This design comes from an exercise in tuning for small area, a short achievable clock period and few clock cycles on the open sky130 flow, not from production work. Function not checked in this run: the RTL went through the layout flow alone. No activity file was given, so power comes from the tool's default toggle rates.

--- design/flow/design.v ---
module bkc #(
    parameter N_IN   = 64,
    parameter N_OUT  = 128,
    parameter N_BITS = 16
) (
    input  wire        clk,
    input  wire        rst,
    input  wire        bus_valid,
    input  wire        bus_write,
    input  wire [17:0] bus_addr,
    input  wire [31:0] bus_wdata,
    output reg         bus_ack,
    output reg         bus_err,
    output reg  [31:0] bus_rdata
);
    localparam IW = $clog2(N_IN);       
    localparam OW = $clog2(N_OUT);      
    localparam BW = $clog2(N_BITS);     
    localparam F_POS = 4'd1, F_RANGE = 4'd2, F_CAP = 4'd3, F_ILL = 4'd4;
    localparam E_FMT = 3'd1, E_LEN = 3'd2;
    localparam S_IDLE   = 4'd0,
               S_DECODE = 4'd1,
               S_NYB    = 4'd2,
               S_DEN    = 4'd3,
               S_PSCAN  = 4'd4,
               S_PARSE  = 4'd5,
               S_RENDB  = 4'd6,
               S_RLEN   = 4'd7,
               S_REMIT  = 4'd8;
    reg [31:0] cmd;
    reg        busy, done, none, faulted, hazard;
    reg [2:0]  err;
    reg [3:0]  fcode;
    reg [7:0]  data;
    reg [15:0] result;
    reg [15:0] ilen;
    reg [15:0] olen;
    reg [7:0]  blen;
    reg [7:0]  ibuf [0:N_IN-1];
    reg [7:0]  obuf [0:N_OUT-1];
    reg        bseq [0:N_BITS-1];
    wire [31:0] status = {18'd0, hazard, faulted, fcode, none, err, 2'b00, done, busy};
    wire        aligned  = (bus_addr[1:0] == 2'b00);
    wire        is_reg   = aligned && (bus_addr[17:6] == 12'd0) && (bus_addr[5:2] <= 4'd10);
    wire [3:0]  reg_idx  = bus_addr[5:2];
    wire        is_bseq  = aligned && (bus_addr[17:8] == 10'h001) && (bus_addr[7:2] < N_BITS);
    wire        is_ibuf  = aligned && (bus_addr[17:16] == 2'd1) && (bus_addr[15:2] < N_IN);
    wire        is_obuf  = aligned && (bus_addr[17:16] == 2'd2) && (bus_addr[15:2] < N_OUT);
    wire [BW-1:0] bseq_a = bus_addr[BW+1:2];
    wire [IW-1:0] ibuf_a = bus_addr[IW+1:2];
    wire [OW-1:0] obuf_a = bus_addr[OW+1:2];
    wire reg_writable = (reg_idx == 4'd0) || (reg_idx == 4'd2) || (reg_idx == 4'd4) ||
                        (reg_idx == 4'd6) || (reg_idx == 4'd7);
    wire legal = bus_write ? ((is_reg && reg_writable) || is_bseq || is_ibuf)
                           : (is_reg || is_bseq || is_ibuf || is_obuf);
    wire wr_ok    = bus_valid && bus_write && legal;
    wire wr_ctrl  = wr_ok && is_reg && (reg_idx == 4'd7);
    wire srst     = wr_ctrl && bus_wdata[0];
    wire wr_other = wr_ok && !wr_ctrl;            
    wire wr_take  = wr_other && !busy;
    wire wr_cmd   = wr_take && is_reg && (reg_idx == 4'd0);
    wire accept   = wr_cmd && !faulted;
    reg [31:0] rd_val;
    always @(*) begin
        rd_val = 32'd0;
        if (is_reg) begin
            case (reg_idx)
                4'd0:  rd_val = cmd;
                4'd1:  rd_val = status;
                4'd2:  rd_val = {24'd0, data};
                4'd3:  rd_val = {16'd0, result};
                4'd4:  rd_val = {16'd0, ilen};
                4'd5:  rd_val = {16'd0, olen};
                4'd6:  rd_val = {24'd0, blen};
                4'd8:  rd_val = N_IN;
                4'd9:  rd_val = N_OUT;
                4'd10: rd_val = N_BITS;
                default: rd_val = 32'd0;
            endcase
        end else if (is_bseq) begin
            rd_val = {31'd0, bseq[bseq_a]};
        end else if (is_ibuf) begin
            rd_val = {24'd0, ibuf[ibuf_a]};
        end else if (is_obuf) begin
            rd_val = {24'd0, obuf[obuf_a]};
        end
    end
    always @(posedge clk) begin
        if (rst) begin
            bus_ack   <= 1'b0;
            bus_err   <= 1'b0;
            bus_rdata <= 32'd0;
        end else begin
            bus_ack   <= bus_valid;
            bus_err   <= bus_valid && !legal;
            bus_rdata <= (bus_valid && !bus_write && legal) ? rd_val : 32'd0;
        end
    end
    wire [4:0] op    = cmd[4:0];
    wire [3:0] f1    = cmd[11:8];
    wire [3:0] f2    = cmd[15:12];
    wire [7:0] imm_a = cmd[23:16];
    wire [7:0] imm_b = cmd[31:24];
    wire       ord   = cmd[8];
    wire       lc    = cmd[12];
    wire       sep   = cmd[13];
    wire [3:0] mindig = (f1 == 4'd0) ? 4'd2 : f1;
    reg legal_cmd;
    always @(*) begin
        case (op)
            5'h01, 5'h02, 5'h03: legal_cmd = (cmd[31:12] == 20'd0) && (cmd[7:5] == 3'd0);
            5'h04:               legal_cmd = (cmd[31:16] == 16'd0) && (cmd[7:5] == 3'd0);
            5'h05:               legal_cmd = (cmd[31:24] == 8'd0)  && (cmd[7:5] == 3'd0);
            5'h06, 5'h07, 5'h08, 5'h09, 5'h0A, 5'h10:
                                 legal_cmd = (cmd[31:5] == 27'd0);
            5'h0B:               legal_cmd = (cmd[15:5] == 11'd0);
            5'h0C, 5'h0D:        legal_cmd = (cmd[31:9] == 23'd0) && (cmd[7:5] == 3'd0);
            5'h11:               legal_cmd = (cmd[31:13] == 19'd0) && (cmd[7:5] == 3'd0);
            5'h12:               legal_cmd = (cmd[31:14] == 18'd0) && (cmd[7:5] == 3'd0);
            default:             legal_cmd = 1'b0;
        endcase
    end
    wire [7:0] onehot_f1 = 8'd1 << f1[2:0];
    wire [3:0] extr_room = 4'd8 - {1'b0, f1[2:0]};
    wire [3:0] extr_eff  = (f2 < extr_room) ? f2 : extr_room;
    wire [7:0] extr_mask = (8'd1 << extr_eff) - 8'd1;    
    wire [7:0] extr_val  = (data >> f1[2:0]) & ((extr_eff == 4'd8) ? 8'hFF : extr_mask);
    reg [3:0] repl_w;
    always @(*) begin
        if      (imm_a[7]) repl_w = 4'd8;
        else if (imm_a[6]) repl_w = 4'd7;
        else if (imm_a[5]) repl_w = 4'd6;
        else if (imm_a[4]) repl_w = 4'd5;
        else if (imm_a[3]) repl_w = 4'd4;
        else if (imm_a[2]) repl_w = 4'd3;
        else if (imm_a[1]) repl_w = 4'd2;
        else               repl_w = 4'd1;
    end
    wire [3:0]  repl_span = {1'b0, f2[2:0]} - {1'b0, f1[2:0]} + 4'd1;
    wire [3:0]  repl_k    = (repl_w < repl_span) ? repl_w : repl_span;
    wire [15:0] repl_m16  = ((16'd1 << repl_k) - 16'd1) << f1[2:0];
    wire [15:0] repl_v16  = {8'd0, imm_a} << f1[2:0];
    wire [7:0]  repl_val  = (data & ~repl_m16[7:0]) | (repl_v16[7:0] & repl_m16[7:0]);
    reg [7:0] frombits_val;
    integer fb;
    always @(*) begin
        frombits_val = 8'd0;
        for (fb = 0; fb < 8; fb = fb + 1)
            if (fb < blen) frombits_val[fb] = bseq[fb];
    end
    reg  [3:0]    state;
    reg  [IW:0]   idx;         
    reg  [OW:0]   oidx;        
    reg           sub;         
    reg  [7:0]    hold;        
    reg           wsmode;      
    reg  [1:0]    toklen;      
    reg  [3:0]    tok_h0, tok_h1;
    reg           tok_ok0, tok_ok1;
    reg  [3:0]    dig;         
    reg           sep_ph;      
    reg  [10:0]   total;       
    wire [7:0] ib = ibuf[idx[IW-1:0]];
    wire       last_in = (idx == ilen[IW:0] - 1'b1);
    wire ib_ws = (ib == 8'h20) || (ib >= 8'h09 && ib <= 8'h0D);
    wire ib_dec = (ib >= 8'h30 && ib <= 8'h39);
    wire ib_uc  = (ib >= 8'h41 && ib <= 8'h46);
    wire ib_lcx = (ib >= 8'h61 && ib <= 8'h66);
    wire ib_hex = ib_dec || ib_uc || ib_lcx;
    wire [3:0] ib_val = ib_dec ? ib[3:0] : (ib[3:0] + 4'd9);
    wire       in_tok  = !(wsmode && ib_ws);
    wire [1:0] n_len   = (toklen == 2'd3) ? 2'd3 : toklen + 2'd1;
    wire [1:0] t_len   = in_tok ? n_len : toklen;
    wire [3:0] t_h0    = (in_tok && toklen == 2'd0) ? ib_val : tok_h0;
    wire       t_ok0   = (in_tok && toklen == 2'd0) ? ib_hex : tok_ok0;
    wire [3:0] t_h1    = (in_tok && toklen == 2'd1) ? ib_val : tok_h1;
    wire       t_ok1   = (in_tok && toklen == 2'd1) ? ib_hex : tok_ok1;
    wire       tok_end = in_tok ? ((!wsmode && toklen == 2'd1) || last_in)
                                : (toklen != 2'd0);
    wire [7:0] alpha = lc ? 8'h61 : 8'h41;
    wire [7:0] rb      = (state == S_RENDB) ? data : ib;
    wire       rb_two  = (rb >= 8'd16);
    wire [3:0] rb_sig  = rb_two ? 4'd2 : 4'd1;
    wire [3:0] rb_len  = (mindig > rb_sig) ? mindig : rb_sig;
    wire [3:0] rb_pad  = rb_len - rb_sig;
    wire [3:0] rb_nyb  = (rb_two && dig == rb_len - 4'd2) ? rb[7:4] : rb[3:0];
    wire [7:0] rb_char = (dig < rb_pad) ? 8'h30 :
                         (rb_nyb < 4'd10) ? (8'h30 + {4'd0, rb_nyb}) : (alpha + {4'd0, rb_nyb} - 8'd10);
    wire       rb_lastdig = (dig == rb_len - 4'd1);
    reg          ob_we;
    reg [OW-1:0] ob_wa;
    reg [7:0]    ob_wd;
    integer i;
    always @(posedge clk) begin
        if (ob_we) obuf[ob_wa] <= ob_wd;
        if (wr_take && is_ibuf) ibuf[ibuf_a] <= bus_wdata[7:0];
        if (wr_take && is_bseq) bseq[bseq_a] <= bus_wdata[0];
        if (state == S_DECODE && legal_cmd && op == 5'h06)
            for (i = 0; i < 8; i = i + 1) bseq[i] <= data[i];
    end
    always @(*) begin
        ob_we = 1'b0;
        ob_wa = oidx[OW-1:0];
        ob_wd = 8'd0;
        case (state)
            S_NYB: begin
                ob_we = 1'b1;
                ob_wd = {4'd0, (sub ^ ord) ? ib[7:4] : ib[3:0]};
            end
            S_DEN: begin
                ob_we = sub;
                ob_wd = ord ? {hold[3:0], ib[3:0]} : {ib[3:0], hold[3:0]};
            end
            S_PARSE: begin
                ob_we = tok_end && (t_len == 2'd2) && t_ok0 && t_ok1;
                ob_wd = {t_h0, t_h1};
            end
            S_RENDB: begin
                ob_we = 1'b1;
                ob_wd = rb_char;
            end
            S_REMIT: begin
                ob_we = 1'b1;
                ob_wd = sep_ph ? 8'h20 : rb_char;
            end
            default: ;
        endcase
    end
    always @(posedge clk) begin
        if (rst || srst) begin
            cmd     <= 32'd0;
            busy    <= 1'b0;
            done    <= 1'b0;
            none    <= 1'b0;
            faulted <= 1'b0;
            hazard  <= 1'b0;
            err     <= 3'd0;
            fcode   <= 4'd0;
            data    <= 8'd0;
            result  <= 16'd0;
            ilen    <= 16'd0;
            olen    <= 16'd0;
            blen    <= 8'd0;
            state   <= S_IDLE;
            idx     <= 0;
            oidx    <= 0;
            sub     <= 1'b0;
            hold    <= 8'd0;
            wsmode  <= 1'b0;
            toklen  <= 2'd0;
            tok_h0  <= 4'd0;
            tok_h1  <= 4'd0;
            tok_ok0 <= 1'b0;
            tok_ok1 <= 1'b0;
            dig     <= 4'd0;
            sep_ph  <= 1'b0;
            total   <= 11'd0;
        end else begin
            if (wr_other && busy) hazard <= 1'b1;
            if (wr_take && is_reg) begin
                case (reg_idx)
                    4'd2: data <= bus_wdata[7:0];
                    4'd4: ilen <= bus_wdata[15:0];
                    4'd6: blen <= bus_wdata[7:0];
                    default: ;
                endcase
            end
            if (accept) begin
                cmd   <= bus_wdata;
                busy  <= 1'b1;
                done  <= 1'b0;
                err   <= 3'd0;
                none  <= 1'b0;
                state <= S_DECODE;
            end
            case (state)
                S_DECODE: begin
                    idx    <= 0;
                    oidx   <= 0;
                    sub    <= 1'b0;
                    toklen <= 2'd0;
                    wsmode <= 1'b0;
                    dig    <= 4'd0;
                    sep_ph <= 1'b0;
                    total  <= 11'd0;
                    if (!legal_cmd) begin
                        begin faulted <= 1'b1; fcode <= F_ILL; begin busy <= 1'b0; done <= 1'b1; state <= S_IDLE; end end
                    end else begin
                        case (op)
                            5'h01, 5'h02, 5'h03: begin
                                if (f1[3]) begin faulted <= 1'b1; fcode <= F_POS; begin busy <= 1'b0; done <= 1'b1; state <= S_IDLE; end end
                                else begin
                                    if (op == 5'h01) result <= {15'd0, data[f1[2:0]]};
                                    if (op == 5'h02) data <= data | onehot_f1;
                                    if (op == 5'h03) data <= data & ~onehot_f1;
                                    begin busy <= 1'b0; done <= 1'b1; state <= S_IDLE; end
                                end
                            end
                            5'h04: begin
                                if (f1[3]) begin faulted <= 1'b1; fcode <= F_POS; begin busy <= 1'b0; done <= 1'b1; state <= S_IDLE; end end
                                else begin
                                    result <= {8'd0, extr_val};
                                    begin busy <= 1'b0; done <= 1'b1; state <= S_IDLE; end
                                end
                            end
                            5'h05: begin
                                if (f1[3] || f2[3]) begin faulted <= 1'b1; fcode <= F_POS; begin busy <= 1'b0; done <= 1'b1; state <= S_IDLE; end end
                                else if (f1 > f2) begin faulted <= 1'b1; fcode <= F_RANGE; begin busy <= 1'b0; done <= 1'b1; state <= S_IDLE; end end
                                else begin
                                    data <= repl_val;
                                    begin busy <= 1'b0; done <= 1'b1; state <= S_IDLE; end
                                end
                            end
                            5'h06: begin
                                blen <= 8'd8;
                                begin busy <= 1'b0; done <= 1'b1; state <= S_IDLE; end
                            end
                            5'h07: begin
                                if (blen > N_BITS) begin faulted <= 1'b1; fcode <= F_CAP; begin busy <= 1'b0; done <= 1'b1; state <= S_IDLE; end end
                                else begin
                                    result <= {8'd0, frombits_val};
                                    begin busy <= 1'b0; done <= 1'b1; state <= S_IDLE; end
                                end
                            end
                            5'h08: begin result <= {12'd0, data[7:4]}; begin busy <= 1'b0; done <= 1'b1; state <= S_IDLE; end end
                            5'h09: begin result <= {12'd0, data[3:0]}; begin busy <= 1'b0; done <= 1'b1; state <= S_IDLE; end end
                            5'h0A: begin result <= {4'd0, data[7:4], 4'd0, data[3:0]}; begin busy <= 1'b0; done <= 1'b1; state <= S_IDLE; end end
                            5'h0B: begin result <= {8'd0, imm_a[3:0], imm_b[3:0]}; begin busy <= 1'b0; done <= 1'b1; state <= S_IDLE; end end
                            5'h0C: begin
                                if (ilen > N_IN) begin faulted <= 1'b1; fcode <= F_CAP; begin busy <= 1'b0; done <= 1'b1; state <= S_IDLE; end end
                                else if (ilen == 16'd0) begin olen <= 16'd0; begin busy <= 1'b0; done <= 1'b1; state <= S_IDLE; end end
                                else state <= S_NYB;
                            end
                            5'h0D: begin
                                if (ilen > N_IN) begin faulted <= 1'b1; fcode <= F_CAP; begin busy <= 1'b0; done <= 1'b1; state <= S_IDLE; end end
                                else if (ilen[0]) begin olen <= 16'd0; none <= 1'b1; begin busy <= 1'b0; done <= 1'b1; state <= S_IDLE; end end
                                else if (ilen == 16'd0) begin olen <= 16'd0; begin busy <= 1'b0; done <= 1'b1; state <= S_IDLE; end end
                                else state <= S_DEN;
                            end
                            5'h10: begin
                                if (ilen > N_IN) begin faulted <= 1'b1; fcode <= F_CAP; begin busy <= 1'b0; done <= 1'b1; state <= S_IDLE; end end
                                else if (ilen == 16'd0) begin olen <= 16'd0; begin busy <= 1'b0; done <= 1'b1; state <= S_IDLE; end end
                                else state <= S_PSCAN;
                            end
                            5'h11: state <= S_RENDB;
                            5'h12: begin
                                if (ilen > N_IN) begin faulted <= 1'b1; fcode <= F_CAP; begin busy <= 1'b0; done <= 1'b1; state <= S_IDLE; end end
                                else if (ilen == 16'd0) begin olen <= 16'd0; begin busy <= 1'b0; done <= 1'b1; state <= S_IDLE; end end
                                else state <= S_RLEN;
                            end
                            default: begin faulted <= 1'b1; fcode <= F_ILL; begin busy <= 1'b0; done <= 1'b1; state <= S_IDLE; end end
                        endcase
                    end
                end
                S_NYB: begin
                    sub  <= !sub;
                    oidx <= oidx + 1'b1;
                    if (sub) begin
                        idx <= idx + 1'b1;
                        if (last_in) begin
                            olen <= {ilen[14:0], 1'b0};
                            begin busy <= 1'b0; done <= 1'b1; state <= S_IDLE; end
                        end
                    end
                end
                S_DEN: begin
                    sub <= !sub;
                    idx <= idx + 1'b1;
                    if (!sub) hold <= ib;
                    else begin
                        oidx <= oidx + 1'b1;
                        if (last_in) begin
                            olen <= {1'b0, ilen[15:1]};
                            begin busy <= 1'b0; done <= 1'b1; state <= S_IDLE; end
                        end
                    end
                end
                S_PSCAN: begin
                    idx <= idx + 1'b1;
                    if (ib_ws) wsmode <= 1'b1;
                    if (last_in) begin
                        idx   <= 0;
                        state <= S_PARSE;
                    end
                end
                S_PARSE: begin
                    idx     <= idx + 1'b1;
                    toklen  <= (in_tok && !tok_end) ? n_len : 2'd0;
                    tok_h0  <= t_h0;
                    tok_h1  <= t_h1;
                    tok_ok0 <= t_ok0;
                    tok_ok1 <= t_ok1;
                    if (tok_end && t_len != 2'd2) begin
                        err  <= E_LEN;
                        olen <= 16'd0;
                        begin busy <= 1'b0; done <= 1'b1; state <= S_IDLE; end
                    end else if (tok_end && !(t_ok0 && t_ok1)) begin
                        err  <= E_FMT;
                        olen <= 16'd0;
                        begin busy <= 1'b0; done <= 1'b1; state <= S_IDLE; end
                    end else begin
                        if (tok_end) oidx <= oidx + 1'b1;
                        if (last_in) begin
                            olen <= oidx + (tok_end ? 1'b1 : 1'b0);
                            begin busy <= 1'b0; done <= 1'b1; state <= S_IDLE; end
                        end
                    end
                end
                S_RENDB: begin
                    dig  <= dig + 4'd1;
                    oidx <= oidx + 1'b1;
                    if (rb_lastdig) begin
                        olen <= {12'd0, rb_len};
                        begin busy <= 1'b0; done <= 1'b1; state <= S_IDLE; end
                    end
                end
                S_RLEN: begin
                    idx   <= idx + 1'b1;
                    total <= total + rb_len + ((sep && idx != 0) ? 11'd1 : 11'd0);
                    if (last_in) begin
                        idx <= 0;
                        if (total + rb_len + ((sep && idx != 0) ? 11'd1 : 11'd0) > N_OUT)
                            begin faulted <= 1'b1; fcode <= F_CAP; begin busy <= 1'b0; done <= 1'b1; state <= S_IDLE; end end
                        else
                            state <= S_REMIT;
                    end
                end
                S_REMIT: begin
                    oidx <= oidx + 1'b1;
                    if (sep_ph) begin
                        sep_ph <= 1'b0;
                    end else if (rb_lastdig) begin
                        dig <= 4'd0;
                        if (last_in) begin
                            olen <= oidx + 1'b1;
                            begin busy <= 1'b0; done <= 1'b1; state <= S_IDLE; end
                        end else begin
                            idx    <= idx + 1'b1;
                            sep_ph <= sep;
                        end
                    end else begin
                        dig <= dig + 4'd1;
                    end
                end
                default: ;
            endcase
        end
    end
endmodule
--- design/flow/run.sh ---
#!/bin/bash
# synth_recipe.tcl (not shown) runs the flow's synth.tcl, then flattens the netlist and writes it again
# the make line also repeats each setting of config.mk as NAME=value (left out here)
make -C /OpenROAD-flow-scripts/flow DESIGN_CONFIG=/design/flow/config.mk WORK_HOME=/design/flow/orfs CLKGATE_MAP_FILE= SYNTH_SCRIPT=/design/flow/synth_recipe.tcl finish
--- design/flow/config.mk ---
export PLATFORM = sky130hd
export DESIGN_NAME = bkc
export DESIGN_NICKNAME = bkc
export VERILOG_FILES = /design/flow/design.v
export SDC_FILE = /design/flow/constraint.sdc
export NUM_CORES = 4
export LEC_CHECK = 0
export CAP_MARGIN = 20
export CORE_MARGIN = 2
export CORE_UTILIZATION = 40
export PLACE_DENSITY = 0.6
export SLEW_MARGIN = 20
--- design/flow/constraint.sdc ---
create_clock -name core_clock -period 8.0 [get_ports {clk}]
set_input_delay 1.6000 -clock core_clock [delete_from_list [all_inputs] [get_ports {clk}]]
set_output_delay 1.6000 -clock core_clock [all_outputs]
set_load 0.01 [all_outputs]
==> results.txt <==
[kinds of logic (layout without fill, tap and decap cells)]
logic type | after synthesis | count (layout)
AO/OA/AOI/OAI | 670 | 670
adder cells (fa/ha/maj) | 57 | 57
multiplexers | 782 | 782
AND/OR/NAND/NOR | 1121 | 1121
XOR/XNOR | 42 | 42
buffers and inverters | 379 | 772
flip-flops | 1748 | 1748
[worst max-delay path, delay by kind of cell, from the launching register on]
kind	cells	cell delay, ps
buffers and inverters	5	830
adder cells (fa/ha/maj)	4	1160
flip-flops	1	620
multiplexers	3	1220
AND/OR/NAND/NOR	5	940
AO/OA/AOI/OAI	12	2360
[Yosys cell counts (25+ instances only)]
master	instances	area (um2)
nand3_1	86	430
nor3_1	62	310
a22oi_1	74	556
buf_2	27	135
mux4_2	612	13800
a21oi_1	194	971
mux2_2	25	282
nor2b_1	46	288
dfxtp_1	196	3920
and2_1	38	238
a211oi_1	28	210
nor2_1	420	1580
mux2i_1	145	1450
o211ai_1	27	203
nand2_1	320	1200
ha_1	50	626
inv_1	63	236
o21ai_0	111	556
a31oi_1	34	213
buf_1	67	251
edfxtp_1	1552	46600
clkbuf_1	202	758
[state kept, by name (all words and copies together), names as in the netlist, 4 cells and up, named ones only]
name       count
blen           8
bseq          16
bus_rdata     32
cmd           32
data           8
dig            4
hold           4
ibuf         512
idx            7
ilen          16
obuf        1024
oidx           8
olen          16
result        12
state          4
tok_h0         4
tok_h1         4
total         11
[worst paths after layout]
path / cells after the start / slack, ps / endpoint / start
setup reg to reg: 29 / 370 / obuf[60][3] / flop
setup / recovery: 29 / 370 / obuf[60][3] / flop
hold / removal: 2 / 460 / tok_h1[2] / tok_h1[2]
hold reg to reg: 2 / 460 / tok_h1[2] / tok_h1[2]
[metrics by stage]
stage	TNS [ps]	power, mW	worst slack, ps	hold slack, ps
floorplan	-551750	10.4	-1490	431
global placement	0	10.7	169	440
detailed placement	0	10.7	188	451
CTS	0	18.8	155	459
global route	0	19.1	66.4	472
finish	0	18.7	374	457
[where the power goes]
| part | total [mW] | switching, mW | internal [mW] |
|---|---|---|---|
| Clock | 8.15 | 3.57 | 4.59 |
| Combinational | 0.669 | 0.393 | 0.276 |
| Sequential | 9.83 | 0.000145 | 9.83 |
| Total | 18.7 | 3.96 | 14.7 |
[layout by cell type (no fill, tap or decap), drive strengths merged, types with 20 or more instances in the layout]
cell type | netlist | routed
clkdlybuf4s50 | 0 | 73
dfxtp | 196 | 196
and2 | 38 | 38
nand3 | 87 | 87
nor2b | 46 | 46
o22ai | 20 | 20
nand2b | 23 | 23
a211oi | 30 | 30
xnor2 | 23 | 23
o211ai | 28 | 28
or3 | 23 | 23
ha | 50 | 50
nor2 | 422 | 422
o21ai | 114 | 114
edfxtp | 1552 | 1552
clkbuf | 202 | 231
clkinv | 3 | 74
mux2 | 25 | 25
inv | 65 | 70
a31oi | 34 | 34
buf | 109 | 307
mux2i | 145 | 145
nand4 | 23 | 23
mux4 | 612 | 612
a21oi | 197 | 197
nor3 | 62 | 62
a22oi | 74 | 74
nand2 | 321 | 321
[per-layer routing]
layer	share of wire, %	wire length [um]	vias to the layer above
li1	-	-	19900
met1	42	96100	24600
met2	46	107000	2289
met3	8.7	19900	434
met4	3.3	7570	14
met5	0.037	85	-
[area by class of cell]
cell class / instances / area (um2)
clock buffer: 230 / 4700
clock inverter: 93 / 947
fill: 16700 / 105000
inverter: 68 / 255
multi-input combinational: 2672 / 26400
sequential: 1748 / 50500
tap: 2624 / 3280
timing repair buffer: 381 / 3250
[timing repair]
item | 4_1_cts | 5_1_grt
hold endpoints to repair | 0 | 0
buffers inserted | 0 | 1
resized for setup | 0 | 1
setup endpoints to repair | 0 | 662
==> results by group <==
Worst setup path
  – Worst path max stage delay: 620 ps
  – Crit path DAT: 8090 ps
  – Critical Path RT: 8460 ps
  – CP Capture Type: flop
  – Worst path slowest cell: dfxtp_4
  – Crit start category: flop
  – Critical setup path kind: reg2reg
  – Worst Path Max Fanout: 128

Timing
  – RSZ-0062 raised after global routing: false
  – Final setup viols: 0
  – Period minus WS final: 7630 ps
  – Worst rel slew slack: 22.3%
  – Fin crit share: around 95%
  – Fmax: roughly 130 MHz
  – Final hold viol count: 0
  – Fin. max-slew vios: 0
  – Setup Skew: 41.8 ps
  – Measured slew at the worst slew-check pin: 1160 ps

Finish
  – Number of diodes: 0
  – Share of cells above drive strength 1: around 24%
  – Final #Nets: between 5000 and 6000
  – Post-Layout Cell Count: about 8000
  – Layout Area Growth over Synthesis: 14.2%
  – Fin util: a little under half
  – Fin area: 89400 um2

Synth
  – Synth warnings: 1
  – Post-Synth Adder-Cell Area: 0.965%
  – Yosys reg bits: approximately 1700
  – Synth Net Count: 4909
  – Post-synthesis mux area share: 19.8%
  – Post-synthesis area per instance: 16.3 um2
  – Async SR Flop Fraction: 0%
  – Synth Area in XOR/XNOR: 0.470%
  – Post-synth EDFFs: 1552
  – Post-synthesis compound-gate area fraction: 5.76%
  – Top_reg_cell synth: edfxtp_1
  – Syn Inst Count: 4799
  – Post-synthesis sequential area ratio: 64.5%
  – Post-Syn Area: 78300 um2
  – Distinct cells, synth: 95
  – Largest family of logic cells by synthesized area: multiplexers
  – Synth Area in Simple Gates: under 10%

Worst hold path
  – Hold crit path type: reg2reg

Floorplan
  – Die Span Y: 446 um
  – # rows: 162
  – Floorplan die width: 446 um
  – # IOs: between 80 and 90
  – Effective utilization at floorplan: 40.2%
  – Die ar.: approximately 200000 um2
  – Core area: 195000 um2

Place
  – Post-Place Cell Area: 83700 um2
  – Port Buffers: 87
  – Placed cells: 7491
  – HPWL after detailed placement: 152000 um
  – Routability congestion estimate: 0.947

Global routing
  – Busiest grt layer: met2
  – Overflow after GRT: 0
  – Met1 usage: about a third
  – M2 GR Usage: 35.8%
  – Vias in the first global route: 46300
  – Initial antenna violation count: 18
  – Met3 Use GR: 4.17%
  – Largest net degree at the start of global routing: around 130
  – Global Route Usage Sum: 23.0%
  – First-pass GRT wire length: 333000 um

Routing
  – Number of vias per cell: 6.04
  – Detailed-route via count: 47200
  – WL/cell: about 29 um
  – Iter 0 DRT Violations: roughly 6000
  – Antenna Nets Post-Route: 0
  – DRC: 0
  – Final WL: 230000 um
  – First-pass detailed-route iteration total: 6

Clocking
  – Clock latency (worst-skew pair): roughly 850 ps
  – H-tree depth: 4
  – Clock sinks: between 1500 and 2000
  – Clk slew on worst S/H paths: around 60 ps
  – # hold bufs at CTS: 0
  – CTS tree: done
  – TritonCTS buffer count: 177
  – CTS root buffer: clkbuf_16
  – Maximum buffer depth of the clock tree: 3

Power and ir drop
  – Pwr Density: roughly 210 nW/um2
  – Pleak: 26.6 nW
  – Worst IR Drop VDD: 0.178 mV

Flow run
  – Max-Cap Viols: 0

Outcome
  – Outcome: complete, no violations

re-timing with driven ports:
The results above use ideal ports. As a check the final layout listed here was re-extracted and re-timed, cells and wires unchanged.
Step 1 sets driving cells, clkbuf_16 on the clock port and buf_2 on the other inputs (assumed; they add their load-dependent delay and slew).
Step 2 also shifts input and output timing later by t, the mid clock arrival at the registers, as if the neighbouring blocks saw the same clock.
a / b / c = ideal / step 1 / step 2; a / b = the first two.
shift t [ns]: 0.909
slack for setup (ns): 0.374 / 0.374 / 0.374
worst hold slack (ns): 0.457 / 0.457 / 0.457
worst register clock-pin slew, ns: 0.07 / 0.07
cell pins on the clock port's net: 1
After both steps setup and hold are still met in this run. For this run, drivers alone change the setup slack by 0.000 ns; drivers and shift together by 0.000 ns.
